Source: an optimization exercise on an open RTL-to-GDS flow (aim: small area, a short achievable clock period and few clock cycles per item). Production flows keep margins and buffers that such runs may drop.
The RTL was checked by simulation tests, not by an equivalence proof against the original design.
Power is estimated from default activity; no workload was simulated.

Setup of run 1:
## tdal3_core
module tdal3_core #(
    parameter [15:0] RESET_PC        = 16'h3000,
    parameter [15:0] RESET_SP_ACTIVE = 16'hFE00,
    parameter [15:0] RESET_SP_SAVED  = 16'h3000,
    parameter [2:0]  RESET_NZP       = 3'b010,      
    parameter [15:0] RESET_PSR       = 16'h0002,
    parameter [15:0] HALT_PC         = 16'hFFFF
) (
    input  wire        clk,
    input  wire        rst,
    output reg         mem_req,
    output reg         mem_we,
    output reg  [15:0] mem_addr,
    output reg  [15:0] mem_wdata,
    input  wire        mem_ready,
    input  wire [15:0] mem_rdata,
    input  wire        irq,
    input  wire [15:0] irq_vector,
    output reg         commit_valid,
    output reg         commit_irq,
    output reg         commit_unrec,
    output reg  [15:0] commit_pc,
    output wire [15:0] commit_next_pc,
    output reg         commit_reg_we,
    output reg  [2:0]  commit_reg_idx,
    output reg  [15:0] commit_reg_data,
    output wire [2:0]  commit_nzp,
    output reg         commit_rd_valid,
    output wire [15:0] commit_rd,
    output wire        halted,
    output wire        fault
);
    localparam [3:0] OP_BR   = 4'h0, OP_ADD = 4'h1, OP_LD  = 4'h2, OP_ST  = 4'h3,
                     OP_JSR  = 4'h4, OP_AND = 4'h5, OP_LDR = 4'h6, OP_STR = 4'h7,
  ...
clock: 8.0 ns
lec_check: 0
abc_area: 1
cap_margin: 20
core_margin: 2
core_utilization: 50
gpl_routability_driven: 0
setup_slack_margin: 2.0
slew_margin: 20
tns_end_percent: 0
standard.sh (not shown) runs the stock make flow with config.mk's settings and CLKGATE_MAP_FILE= SYNTH_SCRIPT=/design/flow/synth_recipe.tcl, a recipe that flattens the netlist after the stock synthesis.
==> flow/flow/run.sh <==
#!/bin/bash
# Layout: the standard flow (standard.sh), with plain buf_1 cells as the
# port buffers in place of the delay buffers buffer_ports picks by itself.
set -euo pipefail
cd "$(dirname "$0")/.."
export BUFFER_PORTS_ARGS="-buffer_cell sky130_fd_sc_hd__buf_1"
bash standard.sh finish > standard.log 2>&1
Testbench counts of run 1, summed over its fixed seeds: cycles 58,213, instrs 47,263.
The inputs of run 2 differ from those of run 1 as listed below.
Settings: a deleted TNS_END_PERCENT that had been 0; a change of CORE_UTILIZATION from 50 to 55; a change of SETUP_SLACK_MARGIN from 2.0 to 1.75.
The final layouts of run 1 and run 2 pass the timing, design-rule and antenna checks. Diff run 1 -> run 2: critical path data arrival time moved down; non-clock buffer count shows a reduction of about 5%. Delta(area added between synthesis and finish, run 2 - run 1) < 0. Est. power | run 2 vs run 1 | run 2 lower. Compared with run 1, count of placed standard cells including taps in run 2 decreased slightly.
diff inputs: run 2 => run 3
Settings: a deleted ABC_AREA that had been 1; a change of SETUP_SLACK_MARGIN from 1.75 to 1.0; a deleted GPL_ROUTABILITY_DRIVEN that had been 0; a change of CORE_UTILIZATION from 55 to 40.
==> results.txt <==
NOTE: ratio of final minimum period to clock period in run 3 exceeds that of run 2
Between run 2 and run 3, cell area decreased.
A cell with the largest stage delay on the worst path of o21ai_0 is what run 3 shows, while o21ai_2 belongs to run 2.
Compared with run 2, run 3 shows a lower via count.
[run 3] final critical delay including setup and external delays rose 700 ps relative to run 2
Highest attainable clock frequency is higher on run 2
Post-cts gate resize count of run 3 falls short of that of run 2 by more than half.
When the final numbers for run 3 and run 2 were put side by side, the relative max-transition margin turned out to be smaller in run 2.
The run with more setup slack is run 2; run 3 has less.
For clock-buffer cell count, dividing the value from run 2 by the value from run 3 gives 0.949.
> inputs changed (run 3 -> run 4)
Settings: setting ABC_AREA to 1 for the first time; changing CORE_UTILIZATION from 40 to 50; setting GPL_ROUTABILITY_DRIVEN to 0 for the first time; changing SETUP_SLACK_MARGIN from 1.0 to 1.75.
--- outcome ---
Comparing run 3 and run 4, the higher die area was measured on run 3. Flip-flop and latch share of the layout cell area is lower on run 4. Run 3 vs run 4, dominant combinational cell family by area after synthesis: compound AO/OA/AOI/OAI gates vs simple AND/OR/NAND/NOR gates. Going from run 3 to run 4, total power now smaller; number of buffer and inverter stages on the critical path now larger; area occupied by multi-input gates decreased by 2.0% relative to the old numbers; hold slack lower; power consumed by sequential cells fell by about 3%.

## afterwards: timing with drivers on the ports
How much do the figures lean on ideal ports? The routed layouts below were timed once more, with nothing changed but the port constraints. Step 1 sets driving cells, clkbuf_16 on the clock port and buf_2 on the other inputs (assumed; they add their load-dependent delay and slew). Step 2 times the ports against the registers' clock, not the clock port: input delays grow and output delays shrink by t, the midpoint of the rising clock arrivals with the driver on. a / b / c = ideal / step 1 / step 2; a / b = the first two.
run	shift t [ns]	slack for setup (ns)	worst data-port slew with drivers (ns)
run 1	0.639	1.688 / 1.642 / 1.084	0.19
run 2	0.651	1.729 / 1.676 / 1.112	0.07
run 3	0.659	1.028 / 0.870 / 0.625	0.17
run 4	0.639	1.740 / 1.605 / 1.135	0.20
After both steps setup and hold are still met in every run listed. For run 2, which loses most, drivers alone change the setup slack by -0.053 ns; drivers and shift together by -0.617 ns.
